Source: an optimization exercise on an open RTL-to-GDS flow. Production flows keep margins and buffers that such runs may drop. In this exercise RTL edits were held to simulation tests only and were not proved equivalent to the original.

==> flow/design.v <==
module xoshiro256p_step (
    input  wire [63:0] s0_i,
    input  wire [63:0] s1_i,
    input  wire [63:0] s2_i,
    input  wire [63:0] s3_i,
    output wire [63:0] r_o,
    output wire [63:0] s0_o,
    output wire [63:0] s1_o,
    output wire [63:0] s2_o,
    output wire [63:0] s3_o
);
    wire [63:0] t    = s1_i << 17;
    wire [63:0] s2_a = s2_i ^ s0_i;
    wire [63:0] s3_a = s3_i ^ s1_i;
    assign r_o  = s0_i + s3_i;
    assign s1_o = s1_i ^ s2_a;
    assign s0_o = s0_i ^ s3_a;
    assign s2_o = s2_a ^ t;
    assign s3_o = {s3_a[18:0], s3_a[63:19]};    
endmodule
module lzc64 (
    input  wire [63:0] x_i,
    output reg  [6:0]  n_o
);
    integer i;
    always @(*) begin
        n_o = 7'd64;
        for (i = 0; i < 64; i = i + 1)
            if (x_i[i])
                n_o = 7'd63 - i[6:0];
    end
endmodule
module xoshiro_pow (
    input  wire        clk,
    input  wire        rst,       
    input  wire        req,
    input  wire        we,
    input  wire [7:0]  addr,      
    input  wire [1:0]  size,      
    input  wire [31:0] wdata,
    output reg         rvalid,
    output reg  [31:0] rdata,
    output reg         err,
    output wire        done_o
);
    localparam BUF_WORDS = 32;                        
    localparam [63:0] SEED_INIT = 64'h001ED8B55FAC9DEC;
    localparam [63:0] SEED_MULT = 64'h106689D45497FDB5;
    localparam [3:0] PH_IDLE   = 4'h0,
                     PH_SEED   = 4'h1,
                     PH_DERIVE = 4'h2,
                     PH_FILL   = 4'h3,
                     PH_BINIT  = 4'h4,
                     PH_BOUNCE = 4'h5,
                     PH_TEST   = 4'h6,
                     PH_INCR   = 4'h7,
                     PH_FOUND  = 4'h8;
    localparam [3:0] CMD_NOP = 4'h0, CMD_START = 4'h1, CMD_ABORT = 4'h2, CMD_CLRERR = 4'h3;
    localparam [3:0] E_NONE = 4'h0, E_BAD_CMD = 4'h1, E_BUSY_START = 4'h2,
                     E_BAD_BUF_LEN = 4'h3, E_BUS_ERR = 4'h4;
    reg [7:0]  diff_reg;
    reg [31:0] buflen_reg;
    reg [31:0] digest [0:7];
    reg [3:0]  err_reg;
    reg [3:0]  phase;
    reg [63:0] lh [0:3];
    reg [63:0] s0, s1, s2, s3;
    reg [63:0] seed;
    reg [31:0] nonce;
    reg [63:0] acc;
    reg [5:0]  fidx;
    reg [10:0] round;
    reg [7:0]  diff_l;
    reg [5:0]  n_l;
    reg [63:0] work_buf [0:BUF_WORDS-1];
    wire busy  = (phase >= PH_SEED) && (phase <= PH_INCR);
    wire found = (phase == PH_FOUND);
    assign done_o = found;
    wire [63:0] r, s0_n, s1_n, s2_n, s3_n;
    xoshiro256p_step u_prng (
        .s0_i(s0), .s1_i(s1), .s2_i(s2), .s3_i(s3),
        .r_o(r), .s0_o(s0_n), .s1_o(s1_n), .s2_o(s2_n), .s3_o(s3_n)
    );
    wire [30:0] idx_full = r[30:0] % {25'd0, n_l};
    wire [4:0]  idx      = idx_full[4:0];
    wire [6:0] lzc;
    lzc64 u_lzc (.x_i(acc), .n_o(lzc));
    wire        acc_ok  = (size == 2'd2) && (addr[1:0] == 2'b00);
    wire [5:0]  reg_idx = addr[7:2];
    wire [3:0]  cmd     = wdata[3:0];
    wire        wr_ctrl = req && we && acc_ok && (reg_idx == 6'h00);
    wire        buflen_ok = (buflen_reg != 32'd0) && (buflen_reg <= BUF_WORDS);
    wire        start_ok  = wr_ctrl && (cmd == CMD_START) && !busy && buflen_ok;
    reg [3:0]  raise;    
    always @(*) begin
        raise = E_NONE;
        if (req) begin
            if (!acc_ok)
                raise = E_BUS_ERR;
            else if (wr_ctrl) begin
                if (cmd >= 4'h4)
                    raise = E_BAD_CMD;
                else if (cmd == CMD_START) begin
                    if (busy)
                        raise = E_BUSY_START;
                    else if (!buflen_ok)
                        raise = E_BAD_BUF_LEN;
                end
            end
        end
    end
    reg [31:0] rd_val;
    always @(*) begin
        case (reg_idx)
            6'h01: rd_val = {20'd0, err_reg, phase, 2'b00, found, busy};
            6'h02: rd_val = {24'd0, diff_reg};
            6'h03: rd_val = buflen_reg;
            6'h04: rd_val = digest[0];
            6'h05: rd_val = digest[1];
            6'h06: rd_val = digest[2];
            6'h07: rd_val = digest[3];
            6'h08: rd_val = digest[4];
            6'h09: rd_val = digest[5];
            6'h0A: rd_val = digest[6];
            6'h0B: rd_val = digest[7];
            6'h0C: rd_val = nonce;
            6'h0D: rd_val = BUF_WORDS;
            6'h0E: rd_val = acc[31:0];
            6'h0F: rd_val = acc[63:32];
            6'h10: rd_val = seed[31:0];
            6'h11: rd_val = seed[63:32];
            default: rd_val = 32'd0;
        endcase
    end
    always @(posedge clk) begin
        if (rst) begin
            rvalid <= 1'b0;
            rdata  <= 32'd0;
            err    <= 1'b0;
        end else begin
            rvalid <= req;
            err    <= req && !acc_ok;
            rdata  <= (req && !we && acc_ok) ? rd_val : 32'd0;
        end
    end
    integer k;
    always @(posedge clk) begin
        if (rst) begin
            diff_reg   <= 8'd12;
            buflen_reg <= BUF_WORDS;
            for (k = 0; k < 8; k = k + 1)
                digest[k] <= 32'd0;
            err_reg    <= E_NONE;
        end else begin
            if (req && we && acc_ok) begin
                case (reg_idx)
                    6'h02: diff_reg   <= wdata[7:0];
                    6'h03: buflen_reg <= wdata;
                    6'h04: digest[0]  <= wdata;
                    6'h05: digest[1]  <= wdata;
                    6'h06: digest[2]  <= wdata;
                    6'h07: digest[3]  <= wdata;
                    6'h08: digest[4]  <= wdata;
                    6'h09: digest[5]  <= wdata;
                    6'h0A: digest[6]  <= wdata;
                    6'h0B: digest[7]  <= wdata;
                    default: ;
                endcase
            end
            if (wr_ctrl && cmd == CMD_CLRERR)
                err_reg <= E_NONE;
            else if (raise != E_NONE && err_reg == E_NONE)
                err_reg <= raise;
        end
    end
    always @(posedge clk) begin
        if (rst) begin
            phase  <= PH_IDLE;
            for (k = 0; k < 4; k = k + 1)
                lh[k] <= 64'd0;
            s0     <= 64'd0;
            s1     <= 64'd0;
            s2     <= 64'd0;
            s3     <= 64'd0;
            seed   <= SEED_INIT;
            nonce  <= 32'd0;
            acc    <= 64'd0;
            fidx   <= 6'd0;
            round  <= 11'd0;
            diff_l <= 8'd0;
            n_l    <= 6'd0;
        end else if (start_ok) begin
            lh[0]  <= {digest[0], digest[1]};
            lh[1]  <= {digest[2], digest[3]};
            lh[2]  <= {digest[4], digest[5]};
            lh[3]  <= {digest[6], digest[7]};
            diff_l <= diff_reg;
            n_l    <= buflen_reg[5:0];
            seed   <= SEED_INIT;
            nonce  <= 32'd0;
            phase  <= PH_SEED;
        end else if (wr_ctrl && cmd == CMD_ABORT) begin
            phase  <= PH_IDLE;
        end else begin
            case (phase)
                PH_SEED: begin
                    seed  <= seed * SEED_MULT;
                    phase <= PH_DERIVE;
                end
                PH_DERIVE: begin
                    s0    <= lh[0] ^ seed;
                    s1    <= lh[1] ^ seed;
                    s2    <= lh[2] ^ seed;
                    s3    <= lh[3] ^ seed;
                    fidx  <= 6'd0;
                    phase <= PH_FILL;
                end
                PH_FILL: begin
                    s0    <= s0_n;
                    s1    <= s1_n;
                    s2    <= s2_n;
                    s3    <= s3_n;
                    fidx  <= fidx + 6'd1;
                    if (fidx + 6'd1 == n_l)
                        phase <= PH_BINIT;
                end
                PH_BINIT: begin
                    acc   <= work_buf[0];
                    round <= 11'd0;
                    phase <= PH_BOUNCE;
                end
                PH_BOUNCE: begin
                    s0    <= s0_n;
                    s1    <= s1_n;
                    s2    <= s2_n;
                    s3    <= s3_n;
                    acc   <= acc ^ work_buf[idx];
                    round <= round + 11'd1;
                    if (round == 11'd1023)
                        phase <= PH_TEST;
                end
                PH_TEST: begin
                    if ({1'b0, lzc} >= diff_l)
                        phase <= PH_FOUND;
                    else
                        phase <= PH_INCR;
                end
                PH_INCR: begin
                    nonce <= nonce + 32'd1;
                    phase <= PH_SEED;
                end
                default: ;
            endcase
        end
    end
    always @(posedge clk) begin
        if (!rst && phase == PH_FILL && !(wr_ctrl && cmd == CMD_ABORT))
            work_buf[fidx[4:0]] <= r;
    end
endmodule
==> flow/run.sh <==
#!/bin/bash
# synth_recipe.tcl (not shown) runs the flow's synth.tcl, then flattens the netlist and writes it again
# the make line also repeats each setting of config.mk as NAME=value (left out here)
make -C /OpenROAD-flow-scripts/flow DESIGN_CONFIG=/design/flow/config.mk WORK_HOME=/design/flow/orfs CLKGATE_MAP_FILE= SYNTH_SCRIPT=/design/flow/synth_recipe.tcl finish
==> flow/config.mk <==
export PLATFORM = sky130hd
export DESIGN_NAME = xoshiro_pow
export DESIGN_NICKNAME = xoshiro_pow
export VERILOG_FILES = /design/flow/design.v
export SDC_FILE = /design/flow/constraint.sdc
export NUM_CORES = 4
export LEC_CHECK = 0
export CAP_MARGIN = 20
export CORE_MARGIN = 2
export CORE_UTILIZATION = 30
export PLACE_DENSITY = 0.55
export SETUP_SLACK_MARGIN = 3
export SLEW_MARGIN = 20
==> flow/constraint.sdc <==
create_clock -name core_clock -period 75.0 [get_ports {clk}]
set_input_delay 15.0000 -clock core_clock [delete_from_list [all_inputs] [get_ports {clk}]]
set_output_delay 15.0000 -clock core_clock [all_outputs]
set_load 0.01 [all_outputs]
==> metrics.md <==
| Metric | Value |
|---|---|
| Grt total ovfl | `0` |
| YS warnings | `4` |
| Post-Syn Area | `180,000 µm²` |
| First drt pass iteration count | `9` |
| WL/cell | `28.2 µm` |
| Worst path slowest cell | `or4_4` |
| CP peak stage delay | `about 0.60 ns` |
| Vias in the first global route | `137,000` |
| Routed WL | `729 mm` |
| Period Utilization, post-route | `0.906` |
| Global-route wire length before repair | `1010 mm` |
| Die width | `780 µm` |
| Most used cell, CP | `o21a_1` |
| Setup TNS Final | `0 ns` |
| CP Launch Type | `flop` |
| Max-cap violations | `0` |
| Detail Route Antenna Nets | `0` |
| R2R depth | `368` |
| Area Overhead vs Synth | `16.2%` |
| Fmax | `roughly 15 MHz` |
| Clock Skew | `0.121 ns` |
| 1st-iter DRT viols | `between 15,000 and 20,000` |
| Crit. End Element | `flop` |
| Share of layout cells above drive strength 1 | `0.117` |
| Fin. Hold Viols | `0` |
| Routed met1 length | `291 mm` |
| Clk sinks | `3,084` |
| Num CTS Buffers | `336` |
| Vias | `between 100k and 150k` |
| Hpwl dp | `464 mm` |
| Vias per cell | `5.61` |
| RSZ-0062 raised after global routing | `no` |
| Max-slew violations | `0` |
| Dominant synthesized flop cell | `edfxtp_1` |
| Hold Crit Depth | `2` |
| Gr usage total | `0.227` |
| Slew HR | `0.142` |
| Row cnt | `284` |
| IO Pins | `81` |
| Full die area | `between 600,000 and 700,000 µm²` |
| Setup CP Type | `flop to flop` |
| Hold endpoint | `lh[2][54]$_SDFFE_PP0P_` |
| Library cells used by synthesis | `approximately 140` |
| EDFF count, synth | `around 2,000` |
| Core area | `599,000 µm²` |
| Largest net degree at the start of global routing | `about 220` |
| Commonest cells post-synth | `2,666 x nand2_1, 2,048 x edfxtp_1, 1,438 x inv_1` |
| Placement Setup Slack | `about 2.4 ns` |
| Top-area cell type share of the netlist area | `0.341` |
| Largest register FFs | `2,048` |
| Routed wl met2 | `318 mm` |
| Top Metal Used | `met5` |
| # port buffers | `80` |
| Met3 WL post-DR | `77.0 mm` |
| Cells after Synth | `17,300` |
| Top post-synthesis cells by area | `edfxtp_1 34%, dfxtp_1 11%, fa_1 10%` |
| Die height | `780 µm` |
| Routability Congestion | `approximately 0.97` |
| Crit path DAT | `approximately 69 ns` |
| Status | `timing/DRC/antenna clean` |
| Root buffer cell | `clkbuf_16` |
| Cell with the most instances after synthesis | `nand2_1` |
| Crit path time final | `between 60 and 70 ns` |
| Clk latency of the worst-skew pair | `between 1 and 1.5 ns` |
| Initial Util | `0.301` |
| Critical path required time | `between 70 and 80 ns` |
| Endpoints failing setup | `0` |
| HP Start | `digest[4][22]$_SDFFE_PP0P_` |
| Worst-Margin Slew | `1.28 ns` |
| Hold Path Class | `flop to flop` |
| Clk slew on worst S/H paths | `about 0.060 ns` |
| Synthesized flop and latch total | `just over 3,000` |
| DRC violations left | `0` |
| Hold Buf Count CTS | `0` |
| CP Max Fanout | `17` |
| Synth async-reset ratio | `0` |
| Area leader, netlist | `edfxtp_1` |
| CTS H-Tree Depth | `5` |
| CTS tree | `done` |
| Sequential area share after synthesis | `0.456` |
| Initial antenna violation count | `42` |
| Worst setup margin | `~7.0 ns` |
| Reg2reg end | `acc[39]$_SDFFE_PP0P_` |
| Worst r2r src | `s0[29]$_SDFFE_PP0P_` |
| Syn Area/Cell | `10.4 µm²` |
| Nets | `19,300` |
| Maximum root-to-sink buffer count | `4` |
| R2R setup slack | `7.03 ns` |
## cell usage in the layout, fill, tap and decap left out, types with 120 or more instances in the layout
master	synthesis	layout
a21o_1	124	123
a21oi_1	1078	1038
a221oi_1	390	357
a31oi_1	739	724
buf_4	26	652
clkbuf_16	0	372
dfxtp_1	1036	1018
edfxtp_1	2048	2048
fa_1	909	908
ha_1	769	750
inv_1	1438	1437
nand2_1	2666	2647
nand3_1	215	211
nor2_1	754	672
nor3_1	363	310
o211ai_1	221	221
o21a_1	151	149
o21ai_0	369	341
or3_1	122	120
xnor2_1	505	493
xor2_1	368	333
## worst max path at each step
stage | startpoint | end | slack, ns | depth (start not counted)
after floorplan | s0[0]$_SDFFE_PP0P_ | acc[1]$_SDFFE_PP0P_ | 3.09 | 387
after global placement | s0[0]$_SDFFE_PP0P_ | acc[58]$_SDFFE_PP0P_ | 2.26 | 367
after detailed placement | s0[0]$_SDFFE_PP0P_ | acc[20]$_SDFFE_PP0P_ | 2.39 | 362
after CTS | s0[0]$_SDFFE_PP0P_ | acc[37]$_SDFFE_PP0P_ | 3.02 | 371
after global routing | s3[20]$_SDFFE_PP0P_ | acc[39]$_SDFFE_PP0P_ | 2.65 | 379
final | s0[29]$_SDFFE_PP0P_ | acc[39]$_SDFFE_PP0P_ | 7.03 | 368
## stage by stage
stage / instance area (µm²) / std cells / hold WS [ns] / util
2_1_floorplan: 181000 / 17400 / 0.433 / -
3_3_place_gp: 194000 / 25000 / 0.441 / 0.324
3_5_place_dp: 194000 / 25000 / 0.448 / 0.324
4_1_cts: 206000 / 25700 / 0.456 / 0.344
5_1_grt: 210000 / 25800 / 0.470 / 0.350
6_report: 210000 / 25800 / 0.441 / 0.350
## kinds of logic (layout without fill, tap and decap cells)
family | count (synthesis) | count (layout) | share of synthesized area
fa+ha+maj | 1679 | 1679 | 0.154
mux | 251 | 251 | 0.0209
simple gates | 4821 | 4828 | 0.120
flops | 3084 | 3084 | 0.456
other cells | 2 | 69 | 0.0000416
compound gates | 4097 | 4100 | 0.153
xor+xnor | 877 | 877 | 0.0427
buf+inv | 2514 | 2945 | 0.0538
## worst max-delay path: cells and delay by family (launching register included)
kind | cells | cell delay [ns]
simple gates | 124 | 21.68
fa+ha+maj | 32 | 9.67
mux | 8 | 2.49
compound gates | 169 | 29.11
flops | 1 | 0.38
buf+inv | 35 | 4.35
## cell type report
cell class / instances / area (µm²)
Clock buffer: 459 / 9340
Multi-Input combinational cell: 11800 / 91700
Clock inverter: 163 / 2070
Fill cell: 59400 / 389000
Inverter: 1440 / 5410
Antenna cell: 14 / 35.0
Tap cell: 8008 / 10000
Timing Repair Buffer: 883 / 8780
Sequential cell: 3084 / 82300
## what timing repair did
item                                   4_1_cts  5_1_grt
pin swaps                                   10       75
setup endpoints to repair                   64       64
setup buffers                               37       91
gates cloned                                 8       41
endpoints found under the hold margin        0        0
gates resized for setup                     32      404
## layer usage
metal | track usage | vias up
met5 | 0 | -
met4 | 0.110 | 22
met3 | 0.0498 | 1604
met2 | 0.348 | 7975
met1 | 0.303 | 73000
li1 | - | 62500

-- port drivers added, routing unchanged --
The results above use ideal ports. As a check the final layout listed here was re-extracted and re-timed, cells and wires unchanged.
Step 1 assumes that a clkbuf_16 drives the clock port and a buf_2 every other input.
Step 2 times the ports against the registers' clock, not the clock port: input delays grow and output delays shrink by t, the midpoint of the rising clock arrivals with the driver on.
Slacks: ideal / step 1 / step 2; pairs: ideal / step 1.
shift t [ns]: 1.087
setup slack, ns: 7.029 / 7.029 / 7.029
clock arrival spread, ns: 0.129 / 0.129
slew at the worst register clock pin (ns): 0.07 / 0.07
cell pins on the clock port's net: 1
After both steps setup and hold are still met in this run. The setup slack of this run moves by 0.000 ns with the drivers and by 0.000 ns with both steps.
